Background: an optimization exercise with open tools, aiming at small area. Do not read the settings as production practice. The RTL of this run was laid out without a check of its function. Power figures rest on the tool's default switching activity, not on a simulated workload.

## flow/design.v

```verilog
module bbtx #(
    parameter [31:0] CLOCK_HZ       = 32'd64000000,
    parameter [31:0] TARGET_BAUD    = 32'd9600,
    parameter [31:0] HALF_PERIOD_US = 32'd10,
    parameter        SYNC_MASK      = 1'b1
) (
    input  wire        clk,
    input  wire        rst,
    input  wire        cmd_valid,
    input  wire [39:0] cmd_word,
    output wire        cmd_ready,
    output reg         resp_valid,
    output reg         resp_err,
    output reg  [31:0] resp_data,
    input  wire        preempt,
    input  wire        miso,
    output reg         sck,
    output reg         mosi,
    output reg         sel,
    output reg         txd,
    output reg         irq_mask,
    output wire        busy
);
    localparam [63:0] CLK64      = {32'd0, CLOCK_HZ};
    localparam [63:0] US_UNIT    = 64'd1000000;
    localparam [63:0] MS_UNIT    = 64'd1000;
    localparam [31:0] BIT_PERIOD_CFG = CLOCK_HZ / TARGET_BAUD;
    localparam [63:0] HALF_CYCLES =
        (CLK64 * {32'd0, HALF_PERIOD_US} + US_UNIT - 64'd1) / US_UNIT;
    localparam [2:0] PH_IDLE   = 3'd0;
    localparam [2:0] PH_DLY    = 3'd1;
    localparam [2:0] PH_WU     = 3'd2;
    localparam [2:0] PH_XDATA  = 3'd3;
    localparam [2:0] PH_XRISE  = 3'd4;
    localparam [2:0] PH_XHIGH  = 3'd5;
    localparam [2:0] PH_XLOW   = 3'd6;
    localparam [2:0] PH_AWAIT  = 3'd7;
    localparam [7:0] OP_INIT    = 8'h01;
    localparam [7:0] OP_NOW     = 8'h02;
    localparam [7:0] OP_ELAPSED = 8'h03;
    localparam [7:0] OP_DLY_US  = 8'h10;
    localparam [7:0] OP_DLY_MS  = 8'h11;
    localparam [7:0] OP_WAIT    = 8'h20;
    localparam [7:0] OP_XFER    = 8'h30;
    localparam [7:0] OP_SEND    = 8'h40;
    localparam [7:0] OP_PINSET  = 8'h50;
    localparam [7:0] OP_PINCLR  = 8'h51;
    reg [31:0] cyccnt;
    reg        trace_en;
    reg        cnt_lock;
    reg        cnt_run;
    reg        lifecycle;
    reg [31:0] bit_period;
    reg [31:0] start;
    reg [63:0] target;
    reg [31:0] deadline;
    reg [7:0]  txsh;
    reg [7:0]  rxacc;
    reg [3:0]  bitidx;
    reg [2:0]  phase;
    wire [7:0]  opc  = cmd_word[39:32];
    wire [31:0] fld  = cmd_word[31:0];
    wire dec_init    = (opc == OP_INIT);
    wire dec_now     = (opc == OP_NOW)  && (fld == 32'd0);
    wire dec_elapsed = (opc == OP_ELAPSED);
    wire dec_dly_us  = (opc == OP_DLY_US);
    wire dec_dly_ms  = (opc == OP_DLY_MS);
    wire dec_wait    = (opc == OP_WAIT);
    wire dec_xfer    = (opc == OP_XFER) && (fld[31:8] == 24'd0);
    wire dec_send    = (opc == OP_SEND) && (fld[31:8] == 24'd0);
    wire dec_pinset  = (opc == OP_PINSET) && (fld[31:2] == 30'd0);
    wire dec_pinclr  = (opc == OP_PINCLR) && (fld[31:2] == 30'd0);
    wire dec_legal   = dec_init | dec_now | dec_elapsed | dec_dly_us | dec_dly_ms |
                       dec_wait | dec_xfer | dec_send | dec_pinset | dec_pinclr;
    wire [63:0] fld64 = {32'd0, fld};
    wire [63:0] cycles_us;
    wire [63:0] cycles_ms;
    generate
        if ((CLOCK_HZ % 1000000) == 0) begin : g_us_exact
            assign cycles_us = fld64 * (CLK64 / US_UNIT);
        end else begin : g_us_div
            assign cycles_us = (fld64 * CLK64 + US_UNIT - 64'd1) / US_UNIT;
        end
        if ((CLOCK_HZ % 1000) == 0) begin : g_ms_exact
            assign cycles_ms = fld64 * (CLK64 / MS_UNIT);
        end else begin : g_ms_div
            assign cycles_ms = (fld64 * CLK64 + MS_UNIT - 64'd1) / MS_UNIT;
        end
    endgenerate
    wire [31:0] elapsed      = cyccnt - start;
    wire        delay_done   = ({32'd0, elapsed} >= target);
    wire [31:0] dl_diff      = cyccnt - deadline;
    wire        deadline_hit = ~dl_diff[31];            
    wire [3:0]  bitidx_m1    = bitidx - 4'd1;
    wire stall = preempt & ~irq_mask;
    assign cmd_ready = (phase == PH_IDLE) & ~stall & ~rst;
    assign busy      = (phase != PH_IDLE);
    always @(posedge clk) begin
        if (rst) begin
            lifecycle  <= 1'b0;
            trace_en   <= 1'b0;
            cnt_lock   <= 1'b1;
            cnt_run    <= 1'b0;
            phase      <= PH_IDLE;
            sel        <= 1'b1;
            sck        <= 1'b0;
            txd        <= 1'b1;
            mosi       <= 1'b0;
            irq_mask   <= 1'b0;
            resp_valid <= 1'b0;
            resp_err   <= 1'b0;
            resp_data  <= 32'd0;
        end else begin
            resp_valid <= 1'b0;
            if (cnt_run)
                cyccnt <= cyccnt + 32'd1;
            if (!stall) begin
                case (phase)
                    PH_IDLE: begin
                        if (cmd_valid) begin
                            if (!dec_legal) begin
                                resp_valid <= 1'b1;
                                resp_err   <= 1'b1;
                                resp_data  <= 32'd0;
                            end else begin
                                if (dec_init) begin
                                    if (!lifecycle) begin
                                        trace_en   <= 1'b1;
                                        cnt_lock   <= 1'b0;
                                        cyccnt     <= fld;
                                        cnt_run    <= 1'b1;
                                        bit_period <= BIT_PERIOD_CFG;
                                        lifecycle  <= 1'b1;
                                    end
                                    resp_valid <= 1'b1;
                                    resp_err   <= 1'b0;
                                    resp_data  <= 32'd0;
                                end
                                if (dec_now) begin
                                    resp_valid <= 1'b1;
                                    resp_err   <= 1'b0;
                                    resp_data  <= cyccnt;
                                end
                                if (dec_elapsed) begin
                                    resp_valid <= 1'b1;
                                    resp_err   <= 1'b0;
                                    resp_data  <= cyccnt - fld;
                                end
                                if (dec_dly_us) begin
                                    start  <= cyccnt;
                                    target <= cycles_us;
                                    phase  <= PH_DLY;
                                end
                                if (dec_dly_ms) begin
                                    start  <= cyccnt;
                                    target <= cycles_ms;
                                    phase  <= PH_DLY;
                                end
                                if (dec_wait) begin
                                    deadline <= fld;
                                    phase    <= PH_WU;
                                end
                                if (dec_xfer) begin
                                    sel    <= 1'b0;
                                    txsh   <= fld[7:0];
                                    rxacc  <= 8'd0;
                                    bitidx <= 4'd7;
                                    if (SYNC_MASK)
                                        irq_mask <= 1'b1;
                                    phase  <= PH_XDATA;
                                end
                                if (dec_send) begin
                                    irq_mask <= 1'b1;
                                    txd      <= 1'b0;
                                    deadline <= cyccnt + bit_period;
                                    txsh     <= fld[7:0];
                                    bitidx   <= 4'd0;
                                    phase    <= PH_AWAIT;
                                end
                                if (dec_pinset || dec_pinclr) begin
                                    case (fld[1:0])
                                        2'd0: sck  <= dec_pinset;
                                        2'd1: mosi <= dec_pinset;
                                        2'd2: sel  <= dec_pinset;
                                        2'd3: txd  <= dec_pinset;
                                    endcase
                                    resp_valid <= 1'b1;
                                    resp_err   <= 1'b0;
                                    resp_data  <= 32'd0;
                                end
                            end
                        end
                    end
                    PH_DLY: begin
                        if (delay_done) begin
                            phase      <= PH_IDLE;
                            resp_valid <= 1'b1;
                            resp_err   <= 1'b0;
                            resp_data  <= 32'd0;
                        end
                    end
                    PH_WU: begin
                        if (deadline_hit) begin
                            phase      <= PH_IDLE;
                            resp_valid <= 1'b1;
                            resp_err   <= 1'b0;
                            resp_data  <= 32'd0;
                        end
                    end
                    PH_XDATA: begin
                        mosi  <= txsh[bitidx[2:0]];
                        phase <= PH_XRISE;
                    end
                    PH_XRISE: begin
                        sck    <= 1'b1;
                        start  <= cyccnt;
                        target <= HALF_CYCLES;
                        phase  <= PH_XHIGH;
                    end
                    PH_XHIGH: begin
                        if (delay_done) begin
                            rxacc <= {rxacc[6:0], miso};
                            sck   <= 1'b0;
                            start <= cyccnt;
                            phase <= PH_XLOW;
                        end
                    end
                    PH_XLOW: begin
                        if (delay_done) begin
                            if (bitidx != 4'd0) begin
                                bitidx <= bitidx_m1;
                                mosi   <= txsh[bitidx_m1[2:0]];
                                phase  <= PH_XRISE;
                            end else begin
                                sel <= 1'b1;
                                if (SYNC_MASK)
                                    irq_mask <= 1'b0;
                                phase      <= PH_IDLE;
                                resp_valid <= 1'b1;
                                resp_err   <= 1'b0;
                                resp_data  <= {24'd0, rxacc};
                            end
                        end
                    end
                    PH_AWAIT: begin
                        if (deadline_hit) begin
                            if (bitidx <= 4'd7) begin
                                txd      <= txsh[bitidx[2:0]];
                                deadline <= deadline + bit_period;
                                bitidx   <= bitidx + 4'd1;
                            end else if (bitidx == 4'd8) begin
                                txd      <= 1'b1;
                                deadline <= deadline + bit_period;
                                bitidx   <= 4'd9;
                            end else begin
                                irq_mask   <= 1'b0;
                                phase      <= PH_IDLE;
                                resp_valid <= 1'b1;
                                resp_err   <= 1'b0;
                                resp_data  <= 32'd0;
                            end
                        end
                    end
                    default: phase <= PH_IDLE;
                endcase
            end
        end
    end
endmodule
```

## flow/run.sh

```bash
#!/bin/bash
# synth_recipe.tcl (not shown) runs the flow's synth.tcl, then flattens the netlist and writes it again
# the make line also repeats each setting of config.mk as NAME=value (left out here)
make -C /OpenROAD-flow-scripts/flow DESIGN_CONFIG=/design/flow/config.mk WORK_HOME=/design/flow/orfs CLKGATE_MAP_FILE= SYNTH_SCRIPT=/design/flow/synth_recipe.tcl finish
```

## flow/config.mk

```make
export PLATFORM = sky130hd
export DESIGN_NAME = bbtx
export DESIGN_NICKNAME = bbtx
export VERILOG_FILES = /design/flow/design.v
export SDC_FILE = /design/flow/constraint.sdc
export NUM_CORES = 4
export LEC_CHECK = 0
export CAP_MARGIN = 20
export CORE_MARGIN = 2
export CORE_UTILIZATION = 40
export PLACE_DENSITY = 0.6
export SLEW_MARGIN = 20
```

## flow/constraint.sdc

```tcl
create_clock -name core_clock -period 15.625 [get_ports {clk}]
set_input_delay 3.1250 -clock core_clock [delete_from_list [all_inputs] [get_ports {clk}]]
set_output_delay 3.1250 -clock core_clock [all_outputs]
set_load 0.01 [all_outputs]
```

==> run notes <==
status finished clean; I/O Pins between 80 and 90; Pins Over Slew Limit 0; number of diodes 0; Slew @ Worst Pin about 900 ps; Placed Cells 2,978; total congestion overflow 0; vias in the first global route between 15,000 and 20,000; Slew HR about two fifths; clk latency of the worst-skew pair 570 ps; CTS tree done; f_max approximately 120 MHz; clock sinks 202; clock tree buffer depth 3; setup violators final 0; First-pass DRT Iterations 7; Post-CTS Hold Fix Bufs 0; Avg Vias per Cell between 5 and 6; Core Region a little over 0.05 mm2; required time of the critical path about 16,000 ps; post-synthesis cell count between 2,000 and 2,500; Tmin final between 8000 and 9000 ps; row count slightly above 80; total power roughly 2.6 mW; static leakage about 9 nW; final core utilization between 40% and 50%; Final period util a little over half; Hold WC Path Type flop to flop; GPL Wtd Cong about 0.92; setup repair after global routing missed its margin false; Area contributors post-synth edfxtp_1, ha_1, fa_1, xnor2_1, dfxtp_1; final setup TNS 0 ps; Syn Std Cell Area 0.0207 mm2; DRT antenna net count 0; Final Instance Area between 0.02 and 0.025 mm2; initial DRC count 1,555; synth warn 1; detailed-route via count between 15,000 and 20,000; Power Density about 110 mW/mm2; Synth area leader edfxtp_1; TritonCTS Buffers 27; Layout Cells excl Fill 3,028; Clock Tree Root clkbuf_16; synth-to-layout area growth 12.2%; synthesized flop and latch total approximately 200; commonest non-fill, non-tap cell in the layout nand2_1; largest net degree at the start of global routing 66; Post-CTS Setup Bufs 0; Worst EP arrival around 8400 ps; Async SR Flop Fraction 0%; Initial Util 40.3%; antenna violations before repair 1; Seq/Total Area, Yosys 27.2%; final worst clock skew 14.5 ps; drt wl/cell 20.7 um; WL final ~63 mm; Placed Area 0.0223 mm2; share of post-route cells with drive strength above 1 6.77%; CTS resizes 0; WS Path Type input pin to flop; Die X roughly 230 um; syn nets ~2,600; IO buf count 85; crit-path max FO 9; area of the die 0.0535 mm2; Layout Nets around 2,700; final hold violations 0; DRC viols 0; Netlist cell types 88; worst vdd ir roughly 0.09 mV; Critical Path Start Type input pin; Syn Area/Cell 9.15 um2; number of synthesized flops with an enable pin 158; WHS ~460 ps; Crit. End Element flop; pre-CTS setup slack around 7000 ps; share of the synthesized area in the top cell type a little under a quarter; Synth Flop Type edfxtp_1; Max-Cap Viols 0; GR Util All Layers between 20% and 30%; first-pass GRT wire length around 99 mm; H-tree depth 1; die height 231 um; final setup margin roughly 7500 ps; Worst-path clk slew 60 ps; DPL Wire Length slightly below 50 mm; most frequent cells in the layout nand2_1, ha_1, inv_1, a21oi_1, edfxtp_1
## layout make-up
class / count / area (um2)
Clock buffer: 30 / 717
Clock inverter: 20 / 151
Fill cell: 4926 / 28000
Inverter: 182 / 683
Multi-Input combinational cell: 1789 / 14000
Sequential cell: 202 / 5630
Tap cell: 680 / 851
Timing Repair Buffer: 125 / 1150
## cells in the mapped netlist (24+ instances only)
| master | instances |
|---|---|
| nor3_1 | 38 |
| o211ai_1 | 34 |
| xor2_1 | 49 |
| clkbuf_1 | 64 |
| xnor2_1 | 114 |
| nand4_1 | 32 |
| edfxtp_1 | 158 |
| a21oi_1 | 167 |
| or3_1 | 24 |
| ha_1 | 227 |
| a21o_1 | 46 |
| nand3_1 | 54 |
| and3_1 | 31 |
| nor2_1 | 149 |
| o21ai_0 | 137 |
| a211oi_1 | 28 |
| fa_1 | 120 |
| dfxtp_1 | 44 |
| nand2_1 | 232 |
| inv_1 | 180 |
## critical path, cell delays in order
cell and delay [ps]:
clkdlybuf4s50_1 690, fa_1 650, inv_1 60, fa_1 480
fa_1 520, inv_1 70, fa_1 460, ha_1 350
a21oi_1 280, o21ai_0 210, a211o_1 320, o21a_1 260
o21ai_1 310, nand2_1 90, a21oi_1 260, mux2i_1 220
a211oi_1 70
## sequential cells by signal, indices dropped and copies added, names as in the netlist, 3 cells and up
register,flops
bitidx,4
cyccnt,32
deadline,32
phase,3
resp_data,32
rxacc,8
start,32
target,42
txsh,8
## power breakdown
part / leakage [nW] / internal (mW) / switching, mW / total [mW]
registers: 1.81 / 0.592 / 0.0177 / 0.610
clock network: 0.418 / 0.348 / 0.267 / 0.615
logic: 6.99 / 0.567 / 0.771 / 1.34
total: 9.22 / 1.51 / 1.06 / 2.56
## final timing paths
| kind | startpoint | end | slack [ps] | depth (start not counted) |
|---|---|---|---|---|
| worst min-delay path | resp_data[28] | resp_data[28] | 460 | 1 |
| worst min register to register | resp_data[28] | resp_data[28] | 460 | 1 |
| worst max-delay path | cmd_word[2] | target[32] | 7480 | 17 |
| worst max register to register | cyccnt[0] | resp_data[26] | 8950 | 24 |
## cell families after synthesis
logic type,count (synthesis),synth area share [%]
buf+inv,266,5.15
compound gates,568,17.5
simple gates,690,16.5
flops,202,27.2
fa+ha+maj,347,25.4
xor+xnor,164,6.99
mux,20,1.22
## layer usage
layer / wire [um] / track usage [%] / part of all wire, % / up-vias
met3: 3030 / 2.47 / 4.8 / 119
met2: 30600 / 40.9 / 49 / 517
met5: 0 / 0 / 0 / -
met4: 2590 / 8.55 / 4.1 / 0
met1: 26600 / 30.2 / 42 / 8593
li1: - / - / - / 8216

static timing again, ports no longer ideal:
No port has a modelled driver above. Below, the same layout with a new extraction and two added sets of constraints.
Step 1, drivers: a clkbuf_16 drives clk and a buf_2 each remaining input, both assumed.
Step 2 adds t to the input delays and takes it off the output delays; t is the mean of the earliest and latest rising clock arrival at the registers after step 1. Input paths then give back, and output paths get back, about the clock's delay inside the block.
a / b / c = ideal ports / drivers / drivers and shift; a / b = the first two.
shift t [ns]: 0.617
setup WS [ns]: 7.479 / 7.507 / 6.889
latest minus earliest clock arrival (ns): 0.015 / 0.015
worst data-port slew with drivers (ns): 0.04
After both steps setup and hold are still met in this run. The setup slack of this run moves by +0.028 ns with the drivers and by -0.590 ns with both steps.
